What follows belongs to an exercise in optimizing a design on an open flow for small area, a short achievable clock period and few clock cycles; a production flow would make more cautious choices.
Only simulation tests tie the RTL to the original design; equivalence was not proved.

## flow/design.v (module list and top-level ports; edited modules follow where they fit)
// module sv_fp_mul: 67 lines
// module sv_mul24: 1951 lines
// module sv_fp_add: 76 lines
// module sv_lzc32: 10 lines
// module sv_fp_recip_step: 15 lines
// module sv_fp_recip: 42 lines
// module sv_core: 138 lines
module sv_core (
    input  wire        clk,
    input  wire        rst,
    input  wire        cmd_valid,
    output wire        cmd_ready,
    input  wire [1:0]  cmd_op,
    input  wire [31:0] cmd_x,
    input  wire [31:0] cmd_g,
    input  wire [31:0] cmd_k,
    output reg         rsp_valid,
    output wire [7:0]  rsp_status,
    output wire [31:0] rsp_lp,
    output wire [31:0] rsp_hp,
    output wire [31:0] rsp_bp
);
  // ...
==> flow/run.sh <==
#!/bin/bash
# synth_recipe.tcl (not shown) runs the flow's synth.tcl, then flattens the netlist and writes it again
# the make line also repeats each setting of config.mk as NAME=value (left out here)
make -C /OpenROAD-flow-scripts/flow DESIGN_CONFIG=/design/flow/config.mk WORK_HOME=/design/flow/orfs CLKGATE_MAP_FILE= SYNTH_SCRIPT=/design/flow/synth_recipe.tcl finish
==> flow/config.mk <==
export PLATFORM = sky130hd
export DESIGN_NAME = sv_core
export DESIGN_NICKNAME = sv_core
export VERILOG_FILES = /design/flow/design.v
export SDC_FILE = /design/flow/constraint.sdc
export NUM_CORES = 4
export LEC_CHECK = 0
export ABC_AREA = 1
export CAP_MARGIN = 20
export CORE_MARGIN = 2
export CORE_UTILIZATION = 40
export SLEW_MARGIN = 20
==> flow/constraint.sdc <==
create_clock -name core_clock -period 24.0 [get_ports {clk}]
set_input_delay 4.8000 -clock core_clock [delete_from_list [all_inputs] [get_ports {clk}]]
set_output_delay 4.8000 -clock core_clock [all_outputs]
set_load 0.01 [all_outputs]
==> flow_summary.yaml, run 1 <==
detailed_routing:
  top_layer: "met5"
  wl_per_cell_um: 25.1
clock_tree:
  clk_latency_ns: 0.63
  ctsHoldBuffers: 0
  clockBufferDepth: 3
  numCtsBuffers: 41
status:
  status: "no timing/DRC/antenna violations"
global_route:
  grt-busiest-layer: "met2"
  grt.met1_usage_pct: 47.3
layout:
  areaGrowthSynthToFinish_pct: 9.09
  fill_cells: 13800
  multi_input_area_um2: 39000
  layoutNonFillerInstCount: 10100
  final_cell_mix: "nand2_1, inv_1, nand3_1, o21ai_0, nor2_1"
logic_synthesis:
  ys_top_cells_by_count: "nand2_1, inv_1, nand3_1, nor2_1, o21ai_0"
  synth_edf_count: 0
  synthTopCellsByArea: "dfxtp_1, nand2_1, fa_1"
  yosys_warnings: 4
  synth-seq-cells: 323
hold_path:
  worstHoldStart: "rem[15]$_SDFFE_PP0P_"
floorplan:
  die_area_um2: 132000
  core_um2: 128000
  fp.dieH_um: 364
timing:
  slew_viol_final: 0
  worst_pin_slew_ns: 1.27
worst_setup_path:
  critical-path-max-stage-delay_ns: 0.78
  worstPathArrival_ns: 17.61
Testbench counts, summed over its fixed seeds: cycles 53,018.
==> module sv_fp_recip, before the edit <==
module sv_fp_recip (
    input  wire [7:0]  ev,
    input  wire        q0,
    input  wire [25:0] q,
    input  wire        rem_nz,
    output reg  [31:0] y
);
    wire [27:0] qq = {q0, q, 1'b0};
    reg [27:0] pn;
    reg [27:0] pd;
    reg signed [9:0] e;
    reg [3:0]  rsh;
    reg        st;
    reg [7:0]  e_field;
    reg        rnd;
    reg [30:0] mag;
    integer    k;
    always @(*) begin
        st = rem_nz;
        if (qq[27]) begin
            pn = qq;
            e  = 10'sd254 - $signed({2'b0, ev});
        end else begin
            pn = {qq[26:0], 1'b0};
            e  = 10'sd253 - $signed({2'b0, ev});
        end
        pd = pn;
        rsh = 4'd0;
        e_field = 8'd0;
        if (e >= 10'sd1) begin
            e_field = e[7:0];
        end else begin
            rsh = (e < -10'sd12) ? 4'd13 : (4'd1 - e[3:0]);
            pd = pn >> rsh;
            for (k = 0; k < 28; k = k + 1)
                if ((k < rsh) && pn[k]) st = 1'b1;
        end
        rnd = pd[3] & ((|pd[2:0]) | st | pd[4]);
        mag = {e_field, pd[26:4]} + {30'd0, rnd};
        y = (ev == 8'hFF) ? 32'd0 : {1'b0, mag};
    end
endmodule
==> module sv_core, before the edit <==
module sv_core (
    input  wire        clk,
    input  wire        rst,
    input  wire        cmd_valid,
    output wire        cmd_ready,
    input  wire [1:0]  cmd_op,
    input  wire [31:0] cmd_x,
    input  wire [31:0] cmd_g,
    input  wire [31:0] cmd_k,
    output reg         rsp_valid,
    output wire [7:0]  rsp_status,
    output wire [31:0] rsp_lp,
    output wire [31:0] rsp_hp,
    output wire [31:0] rsp_bp
);
    localparam OP_PROCESS = 2'd0;
    localparam OP_RESET   = 2'd1;
    localparam OP_SETCOEF = 2'd2;
    localparam [31:0] ONE    = 32'h3F800000;    
    localparam [31:0] G_RST  = 32'h3F800000;    
    localparam [31:0] GK_RST = 32'h40400000;    
    localparam [31:0] D_RST  = 32'h3E800000;    
    localparam [7:0]  K_MIN_E = 8'h77;          
    localparam [3:0] IDLE = 4'd0, R  = 4'd1,
                     S1 = 4'd2, S2 = 4'd3, S3 = 4'd4, S4 = 4'd5,
                     S5 = 4'd6, S6 = 4'd7, S7 = 4'd8,
                     C1 = 4'd9, C2 = 4'd10, C3 = 4'd11, DV = 4'd12, DR = 4'd13;
    reg  [3:0]  state;
    reg  [3:0]  cnt;
    reg  [31:0] g, gk, d;
    reg  [31:0] s1, s2;
    reg  [31:0] xr, mr, ar, bpr;
    reg  [24:0] rem;
    reg         st_inv, st_ill;
    assign cmd_ready  = (state == IDLE) || (state == R);
    assign rsp_status = {5'd0, st_ill, 1'b0, st_inv};
    assign rsp_lp = ar;
    assign rsp_hp = xr;
    assign rsp_bp = bpr;
    wire acc = cmd_valid && cmd_ready;
    reg  [31:0] mul_a, mul_b, add_a, add_b;
    reg         add_sub;
    wire [31:0] mul_y, add_y;
    sv_fp_mul u_mul (.a(mul_a), .b(mul_b), .y(mul_y));
    sv_fp_add u_add (.a(add_a), .b(add_b), .sub(add_sub), .y(add_y));
    always @(*) begin
        case (state)
            IDLE, R: begin mul_a = gk; mul_b = s1;  end
            S3:      begin mul_a = d;  mul_b = ar;  end
            S4, S5:  begin mul_a = g;  mul_b = xr;  end
            default: begin mul_a = g;  mul_b = ar;  end
        endcase
        add_sub = 1'b0;
        case (state)
            S1:      begin add_a = xr; add_b = mr; add_sub = 1'b1; end
            S2:      begin add_a = ar; add_b = s2; add_sub = 1'b1; end
            S5:      begin add_a = mr; add_b = s1; end
            S7:      begin add_a = mr; add_b = s2; end
            C1:      begin add_a = xr; add_b = g;  end
            C3:      begin add_a = mr; add_b = ONE; end
            default: begin add_a = ar; add_b = mr; end    
        endcase
    end
    wire [24:0] rem_in = (cnt == 4'd0) ? ((ar[22:0] == 23'd0) ? 25'd0 : 25'h1000000) : rem;
    wire [24:0] rem_nx;
    wire [1:0]  qb;
    wire [31:0] d_rnd;
    sv_fp_recip_step u_step (.rem(rem_in), .frac(ar[22:0]), .rem_o(rem_nx), .q(qb));
    sv_fp_recip      u_rnd  (.ev(ar[30:23]), .q0(ar[22:0] == 23'd0), .q(d[25:0]),
                             .rem_nz(rem != 25'd0), .y(d_rnd));
    wire g_ok = !cmd_g[31] && (cmd_g[30:23] != 8'hFF) && (cmd_g[30:0] != 31'd0);
    wire k_ok = !cmd_k[31] && (cmd_k[30:23] != 8'hFF) && (cmd_k[30:23] >= K_MIN_E);
    wire coef_ok = g_ok && k_ok;
    always @(posedge clk) begin
        if (rst) begin
            state <= IDLE;
            cnt <= 4'd0;
            g <= G_RST; gk <= GK_RST; d <= D_RST;
            s1 <= 32'd0; s2 <= 32'd0;
            xr <= 32'd0; ar <= 32'd0; bpr <= 32'd0;
            rem <= 25'd0;
            rsp_valid <= 1'b0;
            st_inv <= 1'b0; st_ill <= 1'b0;
        end else begin
            rsp_valid <= 1'b0;
            case (state)
                S1: state <= S2;
                S2: state <= S3;
                S3: state <= S4;
                S4: state <= S5;
                S5: state <= S6;
                S6: state <= S7;
                S7: begin state <= R; rsp_valid <= 1'b1; st_inv <= 1'b0; st_ill <= 1'b0; end
                C1: state <= C2;
                C2: state <= C3;
                C3: begin state <= DV; cnt <= 4'd0; end
                DV: begin
                    cnt <= cnt + 4'd1;
                    if (cnt == 4'd12) state <= DR;
                end
                DR: state <= IDLE;
                default: begin    
                    state <= IDLE;
                    if (cmd_valid) begin
                        rsp_valid <= (cmd_op != OP_PROCESS);
                        st_inv <= (cmd_op == OP_SETCOEF) && !coef_ok;
                        st_ill <= (cmd_op == 2'd3);
                        if (cmd_op == OP_PROCESS) state <= S1;
                        if (cmd_op == OP_SETCOEF && coef_ok) state <= C1;
                    end
                end
            endcase
            if (cmd_ready)
                xr <= (cmd_op == OP_SETCOEF) ? cmd_k : cmd_x;
            else if (state == S3)
                xr <= mul_y;
            case (state)
                S1, S2, S7, C1, C3: ar <= add_y;
                S5: begin ar <= add_y; bpr <= add_y; end
                default: ;
            endcase
            if (state == S6) s1 <= add_y;
            if (state == R)  s2 <= add_y;
            if (acc && cmd_op == OP_RESET) begin
                s1 <= 32'd0;
                s2 <= 32'd0;
            end
            if (acc && cmd_op == OP_SETCOEF && coef_ok) g <= cmd_g;
            if (state == C1) gk <= add_y;
            if (state == DV) begin
                rem <= rem_nx;
                d <= {d[29:0], qb};
            end
            if (state == DR) d <= d_rnd;
        end
    end
    always @(posedge clk) mr <= mul_y;
endmodule
==> inputs of run 2 (changes only) <==
--- a/flow/design.v
+++ b/flow/design.v
@@ -2123,40 +2123,17 @@
     input  wire [25:0] q,
     input  wire        rem_nz,
-    output reg  [31:0] y
+    output wire [31:0] y
 );
-    wire [27:0] qq = {q0, q, 1'b0};
-    reg [27:0] pn;
-    reg [27:0] pd;
-    reg signed [9:0] e;
-    reg [3:0]  rsh;
-    reg        st;
-    reg [7:0]  e_field;
-    reg        rnd;
-    reg [30:0] mag;
-    integer    k;
-    always @(*) begin
-        st = rem_nz;
-        if (qq[27]) begin
-            pn = qq;
-            e  = 10'sd254 - $signed({2'b0, ev});
-        end else begin
-            pn = {qq[26:0], 1'b0};
-            e  = 10'sd253 - $signed({2'b0, ev});
-        end
-        pd = pn;
-        rsh = 4'd0;
-        e_field = 8'd0;
-        if (e >= 10'sd1) begin
-            e_field = e[7:0];
-        end else begin
-            rsh = (e < -10'sd12) ? 4'd13 : (4'd1 - e[3:0]);
-            pd = pn >> rsh;
-            for (k = 0; k < 28; k = k + 1)
-                if ((k < rsh) && pn[k]) st = 1'b1;
-        end
-        rnd = pd[3] & ((|pd[2:0]) | st | pd[4]);
-        mag = {e_field, pd[26:4]} + {30'd0, rnd};
-        y = (ev == 8'hFF) ? 32'd0 : {1'b0, mag};
-    end
+    wire [7:0]  ep = 8'd254 - ev;                   
+    wire [31:0] y_pow = (ev == 8'd254) ? 32'h00400000 : {1'b0, ep, 23'd0};
+    wire        sub1 = (ev == 8'd253);
+    wire        sub2 = (ev == 8'd254);
+    wire [22:0] man = sub2 ? {1'b0, q[25:4]} : sub1 ? q[25:3] : q[24:2];
+    wire        gb  = sub2 ? q[3] : sub1 ? q[2] : q[1];
+    wire        st  = rem_nz | q[0] | ((sub1 | sub2) & q[1]) | (sub2 & q[2]);
+    wire [7:0]  ef  = (sub1 | sub2) ? 8'd0 : (ep - 8'd1);
+    wire        rnd = gb & (st | man[0]);
+    wire [30:0] mag = {ef, man} + {30'd0, rnd};
+    assign y = (ev == 8'hFF) ? 32'd0 : q0 ? y_pow : {1'b0, mag};
 endmodule
 module sv_core (
@@ -2183,116 +2160,99 @@
     localparam [31:0] D_RST  = 32'h3E800000;    
     localparam [7:0]  K_MIN_E = 8'h77;          
-    localparam [3:0] IDLE = 4'd0, R  = 4'd1,
-                     S1 = 4'd2, S2 = 4'd3, S3 = 4'd4, S4 = 4'd5,
-                     S5 = 4'd6, S6 = 4'd7, S7 = 4'd8,
-                     C1 = 4'd9, C2 = 4'd10, C3 = 4'd11, DV = 4'd12, DR = 4'd13;
-    reg  [3:0]  state;
+    reg  st_idle, st_r, st_s1, st_s2, st_s3, st_s4, st_s5, st_s6, st_s7;
+    reg  st_c1, st_c2, st_c3, st_dv;
     reg  [3:0]  cnt;
     reg  [31:0] g, gk, d;
     reg  [31:0] s1, s2;
-    reg  [31:0] xr, mr, ar, bpr;
-    reg  [24:0] rem;
+    reg  [31:0] xr, mr, ar;
     reg         st_inv, st_ill;
-    assign cmd_ready  = (state == IDLE) || (state == R);
+    wire dv_last;
+    wire ready = st_idle | st_r | dv_last;
+    assign cmd_ready  = ready;
     assign rsp_status = {5'd0, st_ill, 1'b0, st_inv};
-    assign rsp_lp = ar;
+    assign rsp_lp = s2;
     assign rsp_hp = xr;
-    assign rsp_bp = bpr;
-    wire acc = cmd_valid && cmd_ready;
-    reg  [31:0] mul_a, mul_b, add_a, add_b;
-    reg         add_sub;
+    assign rsp_bp = ar;
+    wire acc = cmd_valid & ready;
     wire [31:0] mul_y, add_y;
+    wire        m_tg = ~(ready | st_s3 | st_s4 | st_s5);    
+    wire [31:0] mul_a = ({32{ready}} & gk) | ({32{st_s3}} & d) | ({32{~(ready | st_s3)}} & g);
+    wire [31:0] mul_b = ({32{ready}} & s1) | ({32{st_s4 | st_s5}} & xr) | ({32{st_s3 | m_tg}} & ar);
+    wire        a_x  = st_s1 | st_c1;
+    wire        a_m  = st_s5 | st_s7 | st_r | st_c3;
+    wire [31:0] add_a = ({32{a_x}} & xr) | ({32{a_m}} & mr) | ({32{~(a_x | a_m)}} & ar);
+    wire        b_s2 = st_s2 | st_s7 | st_r;
+    wire        b_m  = ~(b_s2 | st_s5 | st_c1 | st_c3);
+    wire [31:0] add_b = ({32{b_m}} & mr) | ({32{b_s2}} & s2) | ({32{st_s5}} & s1) |
+                        ({32{st_c1}} & g) | ({32{st_c3}} & ONE);
+    wire        add_sub = st_s1 | st_s2;
     sv_fp_mul u_mul (.a(mul_a), .b(mul_b), .y(mul_y));
     sv_fp_add u_add (.a(add_a), .b(add_b), .sub(add_sub), .y(add_y));
-    always @(*) begin
-        case (state)
-            IDLE, R: begin mul_a = gk; mul_b = s1;  end
-            S3:      begin mul_a = d;  mul_b = ar;  end
-            S4, S5:  begin mul_a = g;  mul_b = xr;  end
-            default: begin mul_a = g;  mul_b = ar;  end
-        endcase
-        add_sub = 1'b0;
-        case (state)
-            S1:      begin add_a = xr; add_b = mr; add_sub = 1'b1; end
-            S2:      begin add_a = ar; add_b = s2; add_sub = 1'b1; end
-            S5:      begin add_a = mr; add_b = s1; end
-            S7:      begin add_a = mr; add_b = s2; end
-            C1:      begin add_a = xr; add_b = g;  end
-            C3:      begin add_a = mr; add_b = ONE; end
-            default: begin add_a = ar; add_b = mr; end    
-        endcase
-    end
-    wire [24:0] rem_in = (cnt == 4'd0) ? ((ar[22:0] == 23'd0) ? 25'd0 : 25'h1000000) : rem;
+    wire [24:0] rem_in = (cnt == 4'd0) ? ((ar[22:0] == 23'd0) ? 25'd0 : 25'h1000000) : xr[24:0];
     wire [24:0] rem_nx;
     wire [1:0]  qb;
     wire [31:0] d_rnd;
     sv_fp_recip_step u_step (.rem(rem_in), .frac(ar[22:0]), .rem_o(rem_nx), .q(qb));
-    sv_fp_recip      u_rnd  (.ev(ar[30:23]), .q0(ar[22:0] == 23'd0), .q(d[25:0]),
-                             .rem_nz(rem != 25'd0), .y(d_rnd));
+    sv_fp_recip      u_rnd  (.ev(ar[30:23]), .q0(ar[22:0] == 23'd0), .q({d[23:0], qb}),
+                             .rem_nz(rem_nx != 25'd0), .y(d_rnd));
+    assign dv_last = st_dv & (cnt == 4'd12);
     wire g_ok = !cmd_g[31] && (cmd_g[30:23] != 8'hFF) && (cmd_g[30:0] != 31'd0);
     wire k_ok = !cmd_k[31] && (cmd_k[30:23] != 8'hFF) && (cmd_k[30:23] >= K_MIN_E);
     wire coef_ok = g_ok && k_ok;
+    wire acc_p = acc & (cmd_op == OP_PROCESS);
+    wire acc_r = acc & (cmd_op == OP_RESET);
+    wire acc_c = acc & (cmd_op == OP_SETCOEF) & coef_ok;
     always @(posedge clk) begin
         if (rst) begin
-            state <= IDLE;
-            cnt <= 4'd0;
+            st_idle <= 1'b1; st_r <= 1'b0;
+            st_s1 <= 1'b0; st_s2 <= 1'b0; st_s3 <= 1'b0; st_s4 <= 1'b0;
+            st_s5 <= 1'b0; st_s6 <= 1'b0; st_s7 <= 1'b0;
+            st_c1 <= 1'b0; st_c2 <= 1'b0; st_c3 <= 1'b0; st_dv <= 1'b0;
             g <= G_RST; gk <= GK_RST; d <= D_RST;
             s1 <= 32'd0; s2 <= 32'd0;
-            xr <= 32'd0; ar <= 32'd0; bpr <= 32'd0;
-            rem <= 25'd0;
             rsp_valid <= 1'b0;
-            st_inv <= 1'b0; st_ill <= 1'b0;
         end else begin
-            rsp_valid <= 1'b0;
-            case (state)
-                S1: state <= S2;
-                S2: state <= S3;
-                S3: state <= S4;
-                S4: state <= S5;
-                S5: state <= S6;
-                S6: state <= S7;
-                S7: begin state <= R; rsp_valid <= 1'b1; st_inv <= 1'b0; st_ill <= 1'b0; end
-                C1: state <= C2;
-                C2: state <= C3;
-                C3: begin state <= DV; cnt <= 4'd0; end
-                DV: begin
-                    cnt <= cnt + 4'd1;
-                    if (cnt == 4'd12) state <= DR;
-                end
-                DR: state <= IDLE;
-                default: begin    
-                    state <= IDLE;
-                    if (cmd_valid) begin
-                        rsp_valid <= (cmd_op != OP_PROCESS);
-                        st_inv <= (cmd_op == OP_SETCOEF) && !coef_ok;
-                        st_ill <= (cmd_op == 2'd3);
-                        if (cmd_op == OP_PROCESS) state <= S1;
-                        if (cmd_op == OP_SETCOEF && coef_ok) state <= C1;
-                    end
-                end
-            endcase
-            if (cmd_ready)
-                xr <= (cmd_op == OP_SETCOEF) ? cmd_k : cmd_x;
-            else if (state == S3)
-                xr <= mul_y;
-            case (state)
-                S1, S2, S7, C1, C3: ar <= add_y;
-                S5: begin ar <= add_y; bpr <= add_y; end
-                default: ;
-            endcase
-            if (state == S6) s1 <= add_y;
-            if (state == R)  s2 <= add_y;
-            if (acc && cmd_op == OP_RESET) begin
+            st_idle <= ready & ~acc_p & ~acc_c;
+            st_r  <= st_s7;
+            st_s1 <= acc_p;
+            st_s2 <= st_s1;
+            st_s3 <= st_s2;
+            st_s4 <= st_s3;
+            st_s5 <= st_s4;
+            st_s6 <= st_s5;
+            st_s7 <= st_s6;
+            st_c1 <= acc_c;
+            st_c2 <= st_c1;
+            st_c3 <= st_c2;
+            st_dv <= st_c3 | (st_dv & ~dv_last);
+            rsp_valid <= st_s7 | (acc & (cmd_op != OP_PROCESS));
+            if (acc_r) begin
                 s1 <= 32'd0;
                 s2 <= 32'd0;
+            end else begin
+                if (st_s6) s1 <= add_y;
+                if (st_s7 | st_r) s2 <= add_y;
             end
-            if (acc && cmd_op == OP_SETCOEF && coef_ok) g <= cmd_g;
-            if (state == C1) gk <= add_y;
-            if (state == DV) begin
-                rem <= rem_nx;
-                d <= {d[29:0], qb};
-            end
-            if (state == DR) d <= d_rnd;
+            if (acc_c) g <= cmd_g;
+            if (st_c1) gk <= add_y;
+            if (st_dv) d <= dv_last ? d_rnd : {d[29:0], qb};
+        end
+    end
+    always @(posedge clk) begin
+        cnt <= st_dv ? cnt + 4'd1 : 4'd0;
+        if (st_s7) begin
+            st_inv <= 1'b0;
+            st_ill <= 1'b0;
+        end else if (ready) begin
+            st_inv <= (cmd_op == OP_SETCOEF) && !coef_ok;
+            st_ill <= (cmd_op == 2'd3);
         end
+        if (ready)
+            xr <= (cmd_op == OP_SETCOEF) ? cmd_k : cmd_x;
+        else if (st_s3)
+            xr <= mul_y;
+        else if (st_dv)
+            xr <= {7'd0, rem_nx};
+        if (st_s1 | st_s2 | st_s5 | st_c1 | st_c3) ar <= add_y;
     end
     always @(posedge clk) mr <= mul_y;
==> flow/flow/run.sh (new file) <==
#!/bin/bash
# Layout: the standard flow (standard.sh, unchanged synthesis and steps),
# with ORFS's repair_timing asked to leave a setup slack margin of 15.5 ns, so
# that it sizes and buffers the critical paths for a short achieved period.
# The clock, its period and the constraints are the standard flow's.
set -euo pipefail
bash standard.sh SETUP_SLACK_MARGIN=15.5 finish > standard_finish.log 2>&1
==> flow/standard.sh (new file) <==
#!/bin/bash
# synth_recipe.tcl (not shown) runs the flow's synth.tcl, then flattens the netlist and writes it again
# the make line also repeats each setting of config.mk as NAME=value (left out here)
make -C /OpenROAD-flow-scripts/flow DESIGN_CONFIG=/design/flow/config.mk WORK_HOME=/design/flow/orfs CLKGATE_MAP_FILE= SYNTH_SCRIPT=/design/flow/synth_recipe.tcl "${@:-finish}"
--- a/flow/config.mk
+++ b/flow/config.mk
@@ -9,4 +9,5 @@
 export CAP_MARGIN = 20
 export CORE_MARGIN = 2
-export CORE_UTILIZATION = 40
+export CORE_UTILIZATION = 55
+export PLACE_DENSITY = 0.65
 export SLEW_MARGIN = 20
removed: flow/run.sh
==> flow_summary.yaml, run 2 <==
place:
  place_hpwl_um: 170000
  routabilityCongestion: 1.11
  io_buffers: 200
  place_inst: 8974
  dp_slack_ns: 9.70
status:
  status: "stopped before the end"
  lastStage: "global routing (5_1_grt)"
  first-error: "[ERROR GRT-0232] Routing congestion too high. Check the congestion heatmap in the GUI."
logic_synthesis:
  ys_async_sr_fraction_pct: 0
  yosysTopAreaCellShare_pct: 12.9
  avgSynthCellArea_um2: 6.25
  synth-seq-cells: 276
  synth.distinct_cells: 78
  yosysSeqAreaShare_pct: 12.5
  syn_inst: 7923
  syn-cell-area_um2: 49500
  synthTopCellsByArea: "nand2_1, fa_1, nand3_1"
  ys_top_cells_by_count: "nand2_1, inv_1, nand3_1, nor2_1, xor2_1"
  ys.flop_type: "dfxtp_1"
  synth.most_common_cell: "nand2_1"
  yosysTopAreaCell: "nand2_1"
  synth_edf_count: 64
  yosys_warnings: 3
floorplan:
  start_util_pct: 55.2
  io-pin-count: 207
  die_width_um: 304
  fp.dieH_um: 304
  placementRows: 110
global_route:
  overflow: 41
  grt_max_degree: 65
  groute.usage.overall_pct: 68.0
timing:
  worstEndpointType: "register data pin"
  repair-timing-grt-worst-ep: "ar[30]$_DFFE_PP_/D"
clock_tree:
  cts_root_buf: "clkbuf_16"
  clockBufferDepth: 3
  ctsHoldBuffers: 0
  clock-sinks: 276
  numCtsBuffers: 30
  cts_max_level: 1
## run 2: cell count changes after synthesis, moves of 26 or more
cell / before / now
inv_1: 1129 / 1075
o22ai_1: 321 / 293
edfxtp_1: 0 / 64
o21ai_0: 678 / 419
dfxtp_1: 323 / 212
a221oi_1: 34 / 8
nor2_1: 680 / 608
a21oi_1: 609 / 415
nand3_1: 813 / 879
a22oi_1: 20 / 79
nand2_1: 1626 / 1698
clkbuf_1: 284 / 248
## run 2: worst max path at each step
| stage | start | to | slack (ns) | cells past startpoint |
|---|---|---|---|---|
| after floorplan | st_s7$_SDFF_PP0_ | ar[30]$_DFFE_PP_ | 14.93 | 80 |
| after global placement | st_s7$_SDFF_PP0_ | ar[26]$_DFFE_PP_ | 10.01 | 64 |
| after detailed placement | st_s7$_SDFF_PP0_ | ar[24]$_DFFE_PP_ | 9.70 | 65 |
| after CTS | cnt[0]$_SDFF_PN0_ | xr[30]$_DFFE_PP_ | 14.20 | 63 |
## run 2: cell families after synthesis
| family | share of synthesized area (%) |
|---|---|
| buf+inv | 12.4 |
| fa+ha+maj | 16.7 |
| other cells | 0.00758 |
| xor+xnor | 8.58 |
| mux | 0.0607 |
| compound gates | 18.1 |
| simple gates | 31.7 |
| flops | 12.5 |
## run 2: repair_timing
action	CTS
setup buffers	493
resized for setup	1571
endpoints found under the setup margin	188
pin swaps	469
cloned	76
## run 2: routing by layer
layer	GRT overflow	global-route usage, %
met5	0	24.1
met4	16	64.1
met3	2	48.5
met2	23	86.9
met1	0	69.8
## run 2: metrics by stage
stage	utilization [%]	cell area (um2)
after CTS	72.8	65200
after detailed placement	58.7	52600
after global placement	58.7	52600
after floorplan	-	50500
Testbench counts of run 2, summed over its fixed seeds: cycles 52,586.
==> module sv_fp_mul, before the edit <==
module sv_fp_mul (
    input  wire [31:0] a,
    input  wire [31:0] b,
    output reg  [31:0] y
);
    wire        sy = a[31] ^ b[31];
    wire [7:0]  ea = a[30:23];
    wire [7:0]  eb = b[30:23];
    wire        a_hid = |ea;
    wire        b_hid = |eb;
    wire        a_fz = ~|a[22:0];
    wire        b_fz = ~|b[22:0];
    wire        a_nan  = (&ea) & ~a_fz;
    wire        b_nan  = (&eb) & ~b_fz;
    wire        a_inf  = (&ea) & a_fz;
    wire        b_inf  = (&eb) & b_fz;
    wire        a_zero = ~a_hid & a_fz;
    wire        b_zero = ~b_hid & b_fz;
    wire [23:0] ma = {a_hid, a[22:0]};
    wire [23:0] mb = {b_hid, b[22:0]};
    wire [47:0] prod;
    sv_mul24 u_m (.a(ma), .b(mb), .p(prod));
    wire [22:0] fs = a_hid ? b[22:0] : a[22:0];
    wire [4:0]  lzf, tza, tzb;
    sv_lzc32 u_lz  (.v({fs, 1'b1, 8'd0}), .n(lzf));
    sv_lzc32 u_tza (.v({rev24(ma), 8'h80}), .n(tza));
    sv_lzc32 u_tzb (.v({rev24(mb), 8'h80}), .n(tzb));
    wire [4:0]  lza = (a_hid & b_hid) ? 5'd0 : lzf + 5'd1;
    function [23:0] rev24(input [23:0] x);
        integer j;
        for (j = 0; j < 24; j = j + 1) rev24[j] = x[23 - j];
    endfunction
    wire signed [10:0] xa = {3'b000, ea[7:1], ea[0] | ~a_hid};
    wire signed [10:0] xb = {3'b000, eb[7:1], eb[0] | ~b_hid};
    wire signed [10:0] K  = xa + xb - 11'sd127;
    wire signed [10:0] lz = {6'd0, lza};
    wire               nrm = K > lz;
    wire signed [10:0] S1 = nrm ? (lz + 11'sd1) : K;
    wire signed [10:0] rs = 11'sd24 - S1;          
    wire [5:0]         rs6 = (rs > 11'sd49) ? 6'd63 : rs[5:0];
    wire [48:0]        pw  = {prod, 1'b0};
    wire [25:0]        win = pw >> rs6;            
    wire signed [10:0] tz = {6'd0, tza} + {6'd0, tzb};
    wire               st22 = (tz + S1) < 11'sd23;
    wire               st23 = (tz + S1) < 11'sd24;
    wire signed [10:0] E1 = K - S1 + 11'sd1;       
    wire        top = win[25];
    wire [22:0] man = top ? win[24:2] : win[23:1];
    wire        g   = top ? win[1] : win[0];
    wire        st  = top ? (win[0] | st23) : st22;
    wire [7:0]  e_field = top ? (E1[7:0] + 8'd1) : (win[24] ? E1[7:0] : 8'd0);
    wire        ovf = top ? (E1 >= 11'sd254) : (E1 >= 11'sd255);
    wire        rnd = g & (st | man[0]);
    wire [30:0] mag = {e_field, man} + {30'd0, rnd};
    always @(*) begin
        if (a_nan || b_nan || (a_inf && b_zero) || (b_inf && a_zero))
            y = 32'h7FC00000;
        else if (a_inf || b_inf)
            y = {sy, 8'hFF, 23'd0};
        else if (a_zero || b_zero)
            y = {sy, 31'd0};
        else if (ovf)
            y = {sy, 8'hFF, 23'd0};
        else
            y = {sy, mag};
    end
endmodule
==> inputs of run 3 (changes only) <==
--- a/flow/design.v
+++ b/flow/design.v
@@ -22,13 +22,7 @@
     sv_mul24 u_m (.a(ma), .b(mb), .p(prod));
     wire [22:0] fs = a_hid ? b[22:0] : a[22:0];
-    wire [4:0]  lzf, tza, tzb;
+    wire [4:0]  lzf;
     sv_lzc32 u_lz  (.v({fs, 1'b1, 8'd0}), .n(lzf));
-    sv_lzc32 u_tza (.v({rev24(ma), 8'h80}), .n(tza));
-    sv_lzc32 u_tzb (.v({rev24(mb), 8'h80}), .n(tzb));
     wire [4:0]  lza = (a_hid & b_hid) ? 5'd0 : lzf + 5'd1;
-    function [23:0] rev24(input [23:0] x);
-        integer j;
-        for (j = 0; j < 24; j = j + 1) rev24[j] = x[23 - j];
-    endfunction
     wire signed [10:0] xa = {3'b000, ea[7:1], ea[0] | ~a_hid};
     wire signed [10:0] xb = {3'b000, eb[7:1], eb[0] | ~b_hid};
@@ -41,12 +35,18 @@
     wire [48:0]        pw  = {prod, 1'b0};
     wire [25:0]        win = pw >> rs6;            
-    wire signed [10:0] tz = {6'd0, tza} + {6'd0, tzb};
-    wire               st22 = (tz + S1) < 11'sd23;
-    wire               st23 = (tz + S1) < 11'sd24;
+    wire signed [10:0] th  = 11'sd23 - S1;
+    wire [5:0]         th6 = th[10] ? 6'd0 : (th > 11'sd48) ? 6'd48 : th[5:0];
+    reg  [47:0]        stmask;
+    integer            j;
+    always @(*) begin
+        for (j = 0; j < 48; j = j + 1)
+            stmask[j] = (j < th6);
+    end
+    wire               st22 = |(prod & stmask);
     wire signed [10:0] E1 = K - S1 + 11'sd1;       
     wire        top = win[25];
     wire [22:0] man = top ? win[24:2] : win[23:1];
     wire        g   = top ? win[1] : win[0];
-    wire        st  = top ? (win[0] | st23) : st22;
+    wire        st  = top ? (win[0] | st22) : st22;
     wire [7:0]  e_field = top ? (E1[7:0] + 8'd1) : (win[24] ? E1[7:0] : 8'd0);
     wire        ovf = top ? (E1 >= 11'sd254) : (E1 >= 11'sd255);
==> flow/flow/run.sh (replaced) <==
#!/bin/bash
# Layout: the standard flow (standard.sh: unchanged synthesis and steps),
# with ORFS's repair_timing asked to leave a setup slack margin of 14 ns, so
# that it sizes and buffers the critical paths for a short achieved period.
# The clock, its period and the constraints are the standard flow's.
set -euo pipefail
bash standard.sh SETUP_SLACK_MARGIN=14 finish > standard_finish.log 2>&1
--- a/flow/config.mk
+++ b/flow/config.mk
@@ -9,5 +9,5 @@
 export CAP_MARGIN = 20
 export CORE_MARGIN = 2
-export CORE_UTILIZATION = 55
-export PLACE_DENSITY = 0.65
+export CORE_UTILIZATION = 45
+export PLACE_DENSITY = 0.58
 export SLEW_MARGIN = 20
==> flow_summary.yaml, run 3 <==
status:
  status: "no timing/DRC/antenna violations"
logic_synthesis:
  synth.most_common_cell: "nand2_1"
  ys_top_cells_by_count: "nand2_1, inv_1, nand3_1, nor2_1, o21ai_0"
  syn_inst: 7875
  yosysSeqAreaShare_pct: 12.5
  synth_edf_count: 64
  synth-seq-cells: 276
  ys_async_sr_fraction_pct: 0
  synthTopCellsByArea: "nand2_1, fa_1, nand3_1"
  yosysTopAreaCellShare_pct: 13.3
  ys.flop_type: "dfxtp_1"
  avgSynthCellArea_um2: 6.24
  syn-cell-area_um2: 49100
  yosysTopAreaCell: "nand2_1"
  synth.distinct_cells: 85
  yosys_warnings: 3
global_route:
  overflow: 0
  grt_max_degree: 62
  grt_pass1_wl_um: 399000
  antenna_found_initial: 16
  groute.usage.overall_pct: 48.1
  grt_pass1_vias: 58900
layout:
  nNetsFinal: 9182
  fill_cells: 9672
  final_common_cell: "nand2_1"
  final_cell_mix: "nand2_1, inv_1, nand3_1, buf_4, nor2_1"
  areaGrowthSynthToFinish_pct: 41.1
  drive_gt1_share_pct: 28.0
  multi_input_area_um2: 44900
  layoutNonFillerInstCount: 10000
  regArea_um2: 6180
timing:
  hold_viol_final: 0
  report.final.setup_viol: 0
  worst_pin_slew_ns: 1.19
  fin_crit_ns: 10.91
  slew_viol_final: 0
  maxSlewHeadroom_pct: 20.6
  rsz0062_at_grt: "true"
  fin_crit_sh_pct: 45.4
  tns_ns: 0
  skew_ns: 0.0309
  holdWs_ns: 0.430
  fmax_ghz: 0.0917
worst_setup_path:
  ff2ff_path_depth: 61
  worstPathRequired_ns: 24.41
  slowest_stage: "inv_1"
  r2r_slack_ns: 13.09
  worstPathArrival_ns: 11.32
  rr_endpoint: "ar[11]$_DFFE_PP_"
  rr_startpoint: "st_c1$_SDFF_PP0_"
  crit_buf_inv: 17
  critPathLaunch: "st_c1$_SDFF_PP0_"
  critPathLaunchType: "flip-flop"
  critPathCaptureType: "flip-flop"
  cpMostUsedCell: "nand2_2"
  critPathKind: "reg -> reg"
  critPathMaxFanout: 10
  setup.worst_path.end: "ar[11]$_DFFE_PP_"
  critical-path-max-stage-delay_ns: 0.65
  crit_family: "simple AND/OR/NAND/NOR gates"
  path_depth: 61
clock_tree:
  cts_root_buf: "clkbuf_16"
  clock-sinks: 276
  clk_pin_slew_worst_paths_ns: 0.07
  numCtsBuffers: 29
  cts_max_level: 1
  cts_tree: "built"
  clk_latency_ns: 0.65
  clockBufferDepth: 3
  ctsHoldBuffers: 0
floorplan:
  io-pin-count: 207
  start_util_pct: 45.3
  die_area_um2: 112000
  die_width_um: 334
  core_um2: 109000
  fp.dieH_um: 334
  placementRows: 121
detailed_routing:
  dr.pass1.iters: 11
  first_iter_violations: 9533
  drcViolationCount: 0
  vias: 65000
  wl_um: 294000
  wl_per_cell_um: 29.4
  ant_nets: 0
  viasPerCell: 6.48
place:
  place_inst: 9207
  io_buffers: 200
  place_hpwl_um: 194000
  routabilityCongestion: 1.09
flow_run:
  maxCapViolCount: 0
hold_path:
  worstHoldStart: "st_c2$_SDFF_PP0_"
  worstHoldPathType: "reg -> reg"
run 3: cell types whose count changed after synthesis, moves of 21 or more:
| cell | change |
|---|---|
| a21oi_1 | -47 |
| nand4_1 | +21 |
| inv_1 | -61 |
| nor2_1 | +41 |
| nand2_1 | +46 |
| buf_2 | -25 |
| o21ai_0 | +24 |
run 3: timing repair:
item                                     CTS  global route
pin swaps                                318           421
setup buffers                            385           270
gates cloned                              84            15
endpoints found under the setup margin   187           187
resized for setup                       1169          1110
run 3: cell families (layout without fill, tap and decap cells):
group / count (synthesis) / in the layout / share of synthesized area, %
compound gates: 1499 / 1499 / 17.9
fa+ha+maj: 503 / 503 / 16.6
xor+xnor: 475 / 475 / 8.47
simple gates: 3658 / 3679 / 32.3
other cells: 1 / 12 / 0.00763
flops: 276 / 276 / 12.5
buf+inv: 1461 / 2162 / 12.1
mux: 2 / 2 / 0.0407
run 3: cell type report:
type,count,area share [%]
Antenna cell,6,0.0217
Clock buffer,39,1.25
Clock inverter,15,0.263
Inverter,1056,6.21
Multi-Input combinational cell,6164,64.7
Sequential cell,276,8.92
Tap cell,1414,2.55
Timing Repair Buffer,1037,15.9
Timing Repair inverter,15,0.179
run 3: worst reg2reg max path: cells and delay by family (launching register included):
family | cells | cell delay (ns)
DFF | 1 | 0.37
xor gates and xnor gates | 2 | 0.48
AOI/OAI and AO/OA | 6 | 1.23
buffers and inverters | 17 | 2.74
adders and majority gates | 2 | 0.87
and+or+nand+nor | 34 | 4.96
run 3: worst min path at each step:
stage	to	slack, ns	depth (start not counted)
floorplan	st_c3$_SDFF_PP0_	0.39	2
global placement	st_c3$_SDFF_PP0_	0.39	2
detailed placement	st_c3$_SDFF_PP0_	0.39	2
CTS	st_c3$_SDFF_PP0_	0.41	2
global route	st_c3$_SDFF_PP0_	0.42	2
finish	st_c3$_SDFF_PP0_	0.43	2
run 3: through the flow:
| stage | setup slack (ns) | utilization [%] | cell area (um2) |
|---|---|---|---|
| floorplan | 14.00 | - | 49200 |
| global placement | 9.61 | 47.9 | 52000 |
| detailed placement | 9.56 | 47.9 | 52000 |
| CTS | 13.90 | 57.5 | 62400 |
| global route | 12.93 | 63.9 | 69300 |
| finish | 13.09 | 63.9 | 69300 |
run 3: per-layer routing:
| metal | up-vias | track usage, % | share of wire (%) |
|---|---|---|---|
| met3 | 2016 | 14.8 | 13 |
| li1 | 27600 | - | - |
| met2 | 5394 | 74.3 | 42 |
| met5 | - | 0.695 | 0.070 |
| met1 | 30000 | 53.0 | 33 |
| met4 | 18 | 44.2 | 13 |
Testbench counts of run 3, summed over its fixed seeds: cycles 52,586.
==> inputs of run 4 (changes only) <==
--- a/flow/design.v
+++ b/flow/design.v
@@ -2176,15 +2176,14 @@
     wire acc = cmd_valid & ready;
     wire [31:0] mul_y, add_y;
-    wire        m_tg = ~(ready | st_s3 | st_s4 | st_s5);    
-    wire [31:0] mul_a = ({32{ready}} & gk) | ({32{st_s3}} & d) | ({32{~(ready | st_s3)}} & g);
-    wire [31:0] mul_b = ({32{ready}} & s1) | ({32{st_s4 | st_s5}} & xr) | ({32{st_s3 | m_tg}} & ar);
-    wire        a_x  = st_s1 | st_c1;
-    wire        a_m  = st_s5 | st_s7 | st_r | st_c3;
-    wire [31:0] add_a = ({32{a_x}} & xr) | ({32{a_m}} & mr) | ({32{~(a_x | a_m)}} & ar);
-    wire        b_s2 = st_s2 | st_s7 | st_r;
-    wire        b_m  = ~(b_s2 | st_s5 | st_c1 | st_c3);
-    wire [31:0] add_b = ({32{b_m}} & mr) | ({32{b_s2}} & s2) | ({32{st_s5}} & s1) |
+    reg  sm_rdy, sm_x, sm_ar;              
+    reg  sa_x, sa_m, sa_ar;                
+    reg  sb_m, sb_s2;                      
+    reg  s_sub;
+    wire [31:0] mul_a = ({32{sm_rdy}} & gk) | ({32{st_s3}} & d) | ({32{~(sm_rdy | st_s3)}} & g);
+    wire [31:0] mul_b = ({32{sm_rdy}} & s1) | ({32{sm_x}} & xr) | ({32{sm_ar}} & ar);
+    wire [31:0] add_a = ({32{sa_x}} & xr) | ({32{sa_m}} & mr) | ({32{sa_ar}} & ar);
+    wire [31:0] add_b = ({32{sb_m}} & mr) | ({32{sb_s2}} & s2) | ({32{st_s5}} & s1) |
                         ({32{st_c1}} & g) | ({32{st_c3}} & ONE);
-    wire        add_sub = st_s1 | st_s2;
+    wire        add_sub = s_sub;
     sv_fp_mul u_mul (.a(mul_a), .b(mul_b), .y(mul_y));
     sv_fp_add u_add (.a(add_a), .b(add_b), .sub(add_sub), .y(add_y));
@@ -2203,4 +2202,5 @@
     wire acc_r = acc & (cmd_op == OP_RESET);
     wire acc_c = acc & (cmd_op == OP_SETCOEF) & coef_ok;
+    wire rdy_n = (ready & ~acc_p & ~acc_c) | st_s7 | (st_dv & (cnt == 4'd11));
     always @(posedge clk) begin
         if (rst) begin
@@ -2209,4 +2209,7 @@
             st_s5 <= 1'b0; st_s6 <= 1'b0; st_s7 <= 1'b0;
             st_c1 <= 1'b0; st_c2 <= 1'b0; st_c3 <= 1'b0; st_dv <= 1'b0;
+            sm_rdy <= 1'b1; sm_x <= 1'b0; sm_ar <= 1'b0;
+            sa_x <= 1'b0; sa_m <= 1'b0; sa_ar <= 1'b1;
+            sb_s2 <= 1'b0; sb_m <= 1'b1; s_sub <= 1'b0;
             g <= G_RST; gk <= GK_RST; d <= D_RST;
             s1 <= 32'd0; s2 <= 32'd0;
@@ -2227,4 +2230,13 @@
             st_dv <= st_c3 | (st_dv & ~dv_last);
             rsp_valid <= st_s7 | (acc & (cmd_op != OP_PROCESS));
+            sm_rdy <= rdy_n;
+            sm_x   <= st_s3 | st_s4;
+            sm_ar  <= ~(rdy_n | st_s3 | st_s4);
+            sa_x   <= acc_p | acc_c;
+            sa_m   <= st_s4 | st_s6 | st_s7 | st_c2;
+            sa_ar  <= ~(acc_p | acc_c | st_s4 | st_s6 | st_s7 | st_c2);
+            sb_s2  <= st_s1 | st_s6 | st_s7;
+            sb_m   <= ~(st_s1 | st_s6 | st_s7 | st_s4 | acc_c | st_c2);
+            s_sub  <= acc_p | st_s1;
             if (acc_r) begin
                 s1 <= 32'd0;
==> flow/flow/run.sh (replaced) <==
#!/bin/bash
# Layout: the standard flow (standard.sh: unchanged synthesis and steps),
# with ORFS's repair_timing asked to leave a setup slack margin of 13.5 ns,
# so that it sizes and buffers the critical paths for a short achieved
# period. The clock, its period and the constraints are the standard flow's.
set -euo pipefail
bash standard.sh SETUP_SLACK_MARGIN=13.5 finish > standard_finish.log 2>&1
--- a/flow/config.mk
+++ b/flow/config.mk
@@ -9,5 +9,6 @@
 export CAP_MARGIN = 20
 export CORE_MARGIN = 2
-export CORE_UTILIZATION = 45
-export PLACE_DENSITY = 0.58
+export CORE_UTILIZATION = 42
+export PLACE_DENSITY = 0.55
 export SLEW_MARGIN = 20
+export TNS_END_PERCENT = 10
==> flow_summary.yaml, run 4 <==
logic_synthesis:
  synth.most_common_cell: "nand2_1"
  synth-seq-cells: 285
  yosysTopAreaCellShare_pct: 14.0
  syn_inst: 7969
  yosysSeqAreaShare_pct: 12.7
  synth_edf_count: 64
  ys_async_sr_fraction_pct: 0
  syn-cell-area_um2: 49900
  avgSynthCellArea_um2: 6.26
  synth.distinct_cells: 83
  yosysTopAreaCell: "nand2_1"
  synthTopCellsByArea: "nand2_1, fa_1, nand3_1"
  ys_top_cells_by_count: "nand2_1, inv_1, nand3_1, nor2_1, o21ai_0"
  yosys_warnings: 3
  ys.flop_type: "dfxtp_1"
worst_setup_path:
  critical-path-max-stage-delay_ns: 0.61
  critPathKind: "reg -> reg"
  worstPathArrival_ns: 10.70
  critPathCaptureType: "flip-flop"
  cpMostUsedCell: "nand2_2"
  worstPathRequired_ns: 24.31
  slowest_stage: "edfxtp_1"
  critPathMaxFanout: 8
  critPathLaunchType: "flip-flop"
  critPathLaunch: "ar[10]$_DFFE_PP_"
  rr_startpoint: "ar[10]$_DFFE_PP_"
detailed_routing:
  wl_met2_um: 107000
  vias: 59900
  wl_per_cell_um: 26.7
  first_iter_violations: 8128
  ant_nets: 0
  m1WireLength_um: 109000
  dr.pass1.iters: 7
  top_layer: "met5"
  drcViolationCount: 0
  viasPerCell: 6.11
  wl_met3_um: 33100
  wl_um: 262000
clock_tree:
  clock-sinks: 285
  ctsHoldBuffers: 0
  numCtsBuffers: 29
  clockBufferDepth: 3
  cts_tree: "built"
  clk_latency_ns: 0.59
  cts_max_level: 1
  clk_pin_slew_worst_paths_ns: 0.07
  cts_root_buf: "clkbuf_16"
status:
  status: "no timing/DRC/antenna violations"
layout:
  layoutNonFillerInstCount: 9806
  nNetsFinal: 8850
  final_cell_mix: "nand2_1, inv_1, nand3_1, nor2_1"
  final_common_cell: "nand2_1"
  areaGrowthSynthToFinish_pct: 21.9
  drive_gt1_share_pct: 15.5
flow_run:
  maxCapViolCount: 0
floorplan:
  core_um2: 118000
  die_width_um: 349
  io-pin-count: 207
  fp.dieH_um: 349
  start_util_pct: 42.3
  placementRows: 126
  die_area_um2: 122000
timing:
  hold_viol_final: 0
  maxSlewHeadroom_pct: 15.3
  fmax_ghz: 0.0963
  report.final.setup_viol: 0
  slew_viol_final: 0
  skew_ns: 0.0159
  fin_crit_sh_pct: 43.3
  rsz0062_at_grt: "true"
  tns_ns: 0
  fin_ws_ns: 13.62
  worst_pin_slew_ns: 1.27
  fin_crit_ns: 10.38
global_route:
  grt_pass1_vias: 54600
  groute.usage.overall_pct: 40.4
  antenna_found_initial: 5
  overflow: 0
  grt_max_degree: 66
  grt_pass1_wl_um: 369000
place:
  place_hpwl_um: 194000
  dp_slack_ns: 8.79
  io_buffers: 200
  routabilityCongestion: 1.04
  place_inst: 9430
hold_path:
  worstHoldStart: "st_s2$_SDFF_PP0_"
  worstHoldPathType: "reg -> reg"
-- run 4: cell type report --
type	count	area, um2
inverter	1065	4280
clock inverter	17	181
timing repair inverter	10	80.1
tap	1536	1920
multi-input combinational	6245	41100
clock buffer	35	779
fill	12200	57100
antenna	1	2.50
timing repair buffer	612	6050
sequential	285	6380
-- run 4: layer usage --
metal	GRT usage, %	vias to the layer above
met5	0	-
met4	15.1	8
met3	8.03	618
met2	58.9	3930
met1	58.2	28500
li1	-	26900
-- run 4: critical path, delay by kind of cell, from the launching register on --
family	cells	cell delay, ns
AND/OR/NAND/NOR	42	5.48
buffers and inverters	17	2.17
AO/OA/AOI/OAI	7	1.23
flip-flops	1	0.61
adder cells (fa/ha/maj)	2	0.57
-- run 4: through the flow --
step	utilization [%]	hold WS [ns]	area (um2)
global route	51.6	0.432	60800
CTS	47.9	0.413	56400
finish	51.6	0.413	60800
floorplan	-	0.397	49900
global placement	44.9	0.411	52900
detailed placement	44.9	0.411	52900
-- run 4: kinds of logic after synthesis --
kind of cell,share of synthesized area (%)
muxes,0.0827
AOI/OAI and AO/OA,16.7
and+or+nand+nor,33.8
DFF,12.7
xor gates and xnor gates,8.28
adders and majority gates,16.3
other,0.00751
buffers and inverters,12.1
-- run 4: repair_timing --
| action | in CTS | in global routing |
|---|---|---|
| buffers inserted | 106 | 164 |
| endpoints found under the setup margin | 187 | 186 |
| cloned | 30 | 23 |
| pin swaps | 45 | 204 |
| resized for setup | 326 | 600 |
-- run 4: final timing paths --
check,to,slack (ns),cells after the start
hold reg to reg,st_s3$_SDFF_PP0_,0.41,2
hold / removal,st_s3$_SDFF_PP0_,0.41,2
setup / recovery,ar[7]$_DFFE_PP_,13.62,68
setup reg to reg,ar[7]$_DFFE_PP_,13.62,68
Testbench counts of run 4, summed over its fixed seeds: cycles 52,586.
==> inputs of run 5 (changes only) <==
--- a/flow/config.mk
+++ b/flow/config.mk
@@ -9,6 +9,6 @@
 export CAP_MARGIN = 20
 export CORE_MARGIN = 2
-export CORE_UTILIZATION = 42
-export PLACE_DENSITY = 0.55
+export CORE_UTILIZATION = 40
+export PLACE_DENSITY = 0.5
 export SLEW_MARGIN = 20
-export TNS_END_PERCENT = 10
+export TNS_END_PERCENT = 5
==> flow_summary.yaml, run 5 <==
timing:
  fin_crit_sh_pct: 42.8
  hold_viol_final: 0
  rsz0062_at_grt: "true"
  worst_pin_slew_ns: 1.26
  fmax_ghz: 0.0974
  report.final.setup_viol: 0
  maxSlewHeadroom_pct: 15.3
  tns_ns: 0
  skew_ns: 0.0490
  fin_crit_ns: 10.27
  slew_viol_final: 0
  fin_ws_ns: 13.73
global_route:
  antenna_found_initial: 18
  grt_pass1_wl_um: 389000
  grt_max_degree: 66
  grt.met1_usage_pct: 51.3
  groute.usage.overall_pct: 41.7
  grt_pass1_vias: 55500
  met2_usage_pct: 65.7
  overflow: 0
  grt-busiest-layer: "met2"
  gr-usage-met3_pct: 8.26
logic_synthesis:
  ys_async_sr_fraction_pct: 0
  yosysTopAreaCell: "nand2_1"
  synthTopCellsByArea: "nand2_1, fa_1, nand3_1"
  synth-seq-cells: 285
  yosysSeqAreaShare_pct: 12.7
  ys_top_cells_by_count: "nand2_1, inv_1, nand3_1, nor2_1, o21ai_0"
  ys.flop_type: "dfxtp_1"
  syn-cell-area_um2: 49900
  yosys_warnings: 3
  synth_edf_count: 64
  synth.distinct_cells: 83
  syn_inst: 7969
  yosysTopAreaCellShare_pct: 14.0
  avgSynthCellArea_um2: 6.26
  synth.most_common_cell: "nand2_1"
worst_setup_path:
  critPathLaunchType: "flip-flop"
  setup.worst_path.end: "s2[27]$_SDFFE_PP0P_"
  ff2ff_path_depth: 64
  critical-path-max-stage-delay_ns: 0.42
  crit_buf_inv: 8
  cpMostUsedCell: "nand2_1"
  rr_endpoint: "s2[27]$_SDFFE_PP0P_"
  rr_startpoint: "st_s5$_SDFF_PP0_"
  worstPathRequired_ns: 24.46
  worstPathArrival_ns: 10.73
  critPathKind: "reg -> reg"
  r2r_slack_ns: 13.73
  slowest_stage: "a2111oi_4"
  critPathMaxFanout: 29
  critPathLaunch: "st_s5$_SDFF_PP0_"
  crit_family: "simple AND/OR/NAND/NOR gates"
  path_depth: 64
  critPathCaptureType: "flip-flop"
detailed_routing:
  dr.pass1.iters: 8
  vias: 60300
  wl_per_cell_um: 28.2
  viasPerCell: 6.07
  first_iter_violations: 7626
  wl_um: 280000
  ant_nets: 0
  drcViolationCount: 0
clock_tree:
  numCtsBuffers: 34
  cts_tree: "built"
  cts_root_buf: "clkbuf_16"
  cts_max_level: 2
  clk_pin_slew_worst_paths_ns: 0.07
  clockBufferDepth: 3
  clk_latency_ns: 0.61
  clock-sinks: 285
floorplan:
  die_area_um2: 128000
  io-pin-count: 207
  fp.dieH_um: 357
  core_um2: 124000
  start_util_pct: 40.3
  placementRows: 129
  die_width_um: 357
place:
  io_buffers: 200
  routabilityCongestion: 1.09
  place_inst: 9527
  dp_slack_ns: 9.68
  place_hpwl_um: 209000
layout:
  drive_gt1_share_pct: 14.4
  areaGrowthSynthToFinish_pct: 21.5
  layoutNonFillerInstCount: 9934
  final_cell_mix: "nand2_1, inv_1, nand3_1, nor2_1"
  nNetsFinal: 8869
  final_common_cell: "nand2_1"
hold_path:
  worstHoldPathType: "reg -> reg"
status:
  status: "no timing/DRC/antenna violations"
flow_run:
  maxCapViolCount: 0
## run 5: tightest hold or removal path: stages (launching register included)
cell and delay (ns):
dfxtp_1 0.31, inv_1 0.05, nor2_1 0.03
## run 5: timing repair
item,in CTS,in global routing
gates cloned,32,29
hold buffers,0,0
pin swaps,45,149
resized for setup,322,471
buffers inserted,97,182
hold endpoints to repair,0,0
endpoints found under the setup margin,187,186
## run 5: area by class of cell
class	count	area, um2
clock buffers	41	898
well taps	1637	2050
flip-flops and latches	285	6370
fillers	13000	63200
repair buffers	623	6210
diodes	4	10.0
inverters	1065	4220
repair inverters	12	83.8
clock inverters	21	325
multi-input cells	6246	40500
## run 5: worst min path at each step
stage,from,to,slack (ns),cells after the start
2_1_floorplan,st_s4$_SDFF_PP0_,sm_ar$_SDFF_PP0_,0.40,1
3_3_place_gp,st_s2$_SDFF_PP0_,st_s3$_SDFF_PP0_,0.41,2
3_5_place_dp,st_s2$_SDFF_PP0_,st_s3$_SDFF_PP0_,0.41,2
4_1_cts,st_s2$_SDFF_PP0_,st_s3$_SDFF_PP0_,0.42,2
5_1_grt,st_s2$_SDFF_PP0_,st_s3$_SDFF_PP0_,0.45,2
6_report,st_s2$_SDFF_PP0_,st_s3$_SDFF_PP0_,0.42,2
## run 5: cell families after synthesis
logic type | after synthesis | share of synthesized area [%]
compound gates | 1411 | 16.7
flops | 285 | 12.7
mux | 4 | 0.0827
simple gates | 3824 | 33.8
other cells | 1 | 0.00751
fa+ha+maj | 503 | 16.3
xor+xnor | 472 | 8.28
buf+inv | 1469 | 12.1
## run 5: through the flow
stage / hold slack, ns / instance area, um2 / util (%)
after floorplan: 0.397 / 49900 / -
after global placement: 0.414 / 53000 / 42.8
after detailed placement: 0.414 / 53000 / 42.8
after CTS: 0.416 / 56700 / 45.8
after global routing: 0.447 / 60600 / 49.0
final: 0.422 / 60600 / 49.0
## run 5: layer usage
metal | up-vias | wire [um]
met2 | 3796 | 121000
met4 | 20 | 24500
met1 | 28500 | 106000
li1 | 27000 | -
met3 | 973 | 28600
met5 | - | 208
==> inputs of run 6 (changes only) <==
==> flow/flow/run.sh (replaced) <==
#!/bin/bash
# Layout: the standard flow (standard.sh: unchanged synthesis and steps),
# with ORFS's repair_timing asked to leave a setup slack margin of 13 ns,
# so that it sizes and buffers the critical paths for a short achieved
# period. The clock, its period and the constraints are the standard flow's.
set -euo pipefail
bash standard.sh SETUP_SLACK_MARGIN=13 finish > standard_finish.log 2>&1
==> flow_summary.yaml, run 6 <==
place:
  dpl-instance-area_um2: 53000
  dp_slack_ns: 9.68
  place_hpwl_um: 209000
  routabilityCongestion: 1.09
  io_buffers: 200
detailed_routing:
  wl_per_cell_um: 28.0
  wl_um: 274000
  dr.pass1.iters: 8
  viasPerCell: 6.03
  vias: 59100
  first_iter_violations: 7402
  drcViolationCount: 0
  ant_nets: 0
clock_tree:
  clk_latency_ns: 0.62
  clock-sinks: 285
  cts_max_level: 2
  clockBufferDepth: 3
  clk_pin_slew_worst_paths_ns: 0.06
  cts_tree: "built"
  numCtsBuffers: 34
  cts_root_buf: "clkbuf_16"
floorplan:
  die_width_um: 357
  fp.dieH_um: 357
  start_util_pct: 40.3
  core_um2: 124000
  placementRows: 129
  io-pin-count: 207
  die_area_um2: 128000
hold_path:
  worstHoldStart: "st_s2$_SDFF_PP0_"
  min_delay_path_depth: 2
  hold_end: "st_s3$_SDFF_PP0_"
  worstHoldPathType: "reg -> reg"
layout:
  regArea_um2: 6370
  multi_input_area_um2: 39400
  final_common_cell: "nand2_1"
  drive_gt1_share_pct: 11.1
  areaGrowthSynthToFinish_pct: 16.6
  final_cell_mix: "nand2_1, inv_1, nand3_1, nor2_1, o21ai_0"
  nNetsFinal: 8729
  postLayoutCellArea_um2: 58200
  fill_cells: 13200
  final_core_util_pct: 47.0
logic_synthesis:
  synth-seq-cells: 285
  synthTopCellsByArea: "nand2_1, fa_1, nand3_1"
  ys_top_cells_by_count: "nand2_1, inv_1, nand3_1, nor2_1, o21ai_0"
  yosysTopAreaCell: "nand2_1"
  ys_async_sr_fraction_pct: 0
  syn-cell-area_um2: 49900
  yosysSeqAreaShare_pct: 12.7
  syn_inst: 7969
  synth.distinct_cells: 83
  yosys_warnings: 3
  synth_edf_count: 64
  synth.most_common_cell: "nand2_1"
  avgSynthCellArea_um2: 6.26
  yosysTopAreaCellShare_pct: 14.0
  ys.flop_type: "dfxtp_1"
worst_setup_path:
  slowest_stage: "dfxtp_4"
  critPathLaunchType: "flip-flop"
  worstPathRequired_ns: 24.47
  worstPathArrival_ns: 11.16
  rr_startpoint: "st_s5$_SDFF_PP0_"
  cpMostUsedCell: "nand2_1"
  critical-path-max-stage-delay_ns: 0.40
  critPathKind: "reg -> reg"
  r2r_slack_ns: 13.31
  rr_endpoint: "s2[27]$_SDFFE_PP0P_"
  critPathCaptureType: "flip-flop"
  critPathMaxFanout: 28
  ff2ff_path_depth: 66
timing:
  rsz0062_at_grt: "true"
  skew_ns: 0.0502
  fin_crit_sh_pct: 44.5
  fin_crit_ns: 10.69
  fin_ws_ns: 13.31
  report.final.setup_viol: 0
  fmax_ghz: 0.0935
  tns_ns: 0
  slew_viol_final: 0
  hold_viol_final: 0
  maxSlewHeadroom_pct: 18.2
  worst_pin_slew_ns: 1.21
global_route:
  groute.usage.overall_pct: 41.3
  grt_max_degree: 66
  antenna_found_initial: 14
  grt_pass1_wl_um: 385000
  grt_pass1_vias: 55000
  overflow: 0
status:
  status: "no timing/DRC/antenna violations"
flow_run:
  maxCapViolCount: 0
run 6: changes by cell type in the layout (fill, tap and decap cells not counted), sizes merged, moves of 3 or more:
cell	previous run	this run
buf	401	287
clkbuf	58	47
inv	1041	1038
nand2	1958	1951
run 6: critical path, delay by kind of cell, from the launching register on:
family | cells | cell delay, ns
XOR/XNOR | 1 | 0.29
flip-flops | 1 | 0.40
adder cells (fa/ha/maj) | 2 | 0.70
AND/OR/NAND/NOR | 44 | 5.67
buffers and inverters | 9 | 1.25
AO/OA/AOI/OAI | 10 | 2.12
run 6: how the worst max path moves through the flow:
stage	from	endpoint	slack [ns]
5_1_grt	st_s5$_SDFF_PP0_	s1[23]$_SDFFE_PP0P_	12.87
6_report	st_s5$_SDFF_PP0_	s2[27]$_SDFFE_PP0P_	13.31
2_1_floorplan	st_s5$_SDFF_PP0_	ar[30]$_DFFE_PP_	14.59
3_3_place_gp	sm_rdy$_SDFF_PP1_	xr[22]$_DFFE_PP_	9.71
4_1_cts	st_c1$_SDFF_PP0_	s2[30]$_SDFFE_PP0P_	12.95
3_5_place_dp	sm_rdy$_SDFF_PP1_	xr[22]$_DFFE_PP_	9.68
run 6: repair_timing:
action / CTS / global route
hold buffers: 0 / 0
endpoints found under the setup margin: 187 / 186
gates resized for setup: 192 / 329
gates cloned: 23 / 13
setup buffers: 52 / 112
pin swaps: 23 / 76
run 6: kinds of logic (layout without fill, tap and decap cells):
| kind of cell | after synthesis | after routing | share of synthesized area, % |
|---|---|---|---|
| AO/OA/AOI/OAI | 1411 | 1411 | 16.7 |
| XOR/XNOR | 472 | 472 | 8.28 |
| adder cells (fa/ha/maj) | 503 | 503 | 16.3 |
| buffers and inverters | 1469 | 1631 | 12.1 |
| flip-flops | 285 | 285 | 12.7 |
| multiplexers | 4 | 4 | 0.0827 |
| other | 1 | 12 | 0.00751 |
| AND/OR/NAND/NOR | 3824 | 3841 | 33.8 |
run 6: metal layers:
layer	vias up	share of wire [%]	GRT usage, %
met5	-	0.022	0
li1	26700	-	-
met4	8	8.8	28.9
met2	3537	43	65.0
met1	27900	38	51.0
met3	901	9.6	7.67
run 6: layout make-up:
class | instances | area share, %
Antenna cell | 6 | 0.0258
Clock buffer | 41 | 1.54
Clock inverter | 21 | 0.559
Inverter | 1065 | 7.19
Multi-Input combinational cell | 6237 | 67.8
Sequential cell | 285 | 10.9
Tap cell | 1637 | 3.52
Timing Repair Buffer | 496 | 8.35
Timing Repair inverter | 8 | 0.0903
run 6: stage by stage:
step | hold WS (ns) | std cells
after floorplan | 0.397 | 7974
after global placement | 0.414 | 9527
after detailed placement | 0.414 | 9527
after CTS | 0.416 | 9664
after global routing | 0.444 | 9790
final | 0.415 | 9796

what the ideal ports hide:
No port has a modelled driver above. Below, the same layouts with a new extraction and two added sets of constraints. Step 1 sets driving cells, clkbuf_16 on the clock port and buf_2 on the other inputs (assumed; they add their load-dependent delay and slew). Step 2 adds t to the input delays and takes it off the output delays; t is the mean of the earliest and latest rising clock arrival at the registers after step 1. Input paths then give back, and output paths get back, about the clock's delay inside the block. a / b / c = no drivers / after step 1 / after step 2; a / b = the first two.
run	t, ns	slack for setup (ns)	slew at the worst register clock pin (ns)	pins driven straight from the clock port
run 1	0.681	6.873 / 6.873 / 6.873	0.07 / 0.07	1
run 3	0.710	13.093 / 13.093 / 13.093	0.08 / 0.08	1
run 4	0.637	13.618 / 13.618 / 13.618	0.08 / 0.08	1
run 5	0.661	13.729 / 13.729 / 13.729	0.07 / 0.07	1
run 6	0.676	13.311 / 13.311 / 13.311	0.07 / 0.07	1
After both steps setup and hold are still met in every run listed.
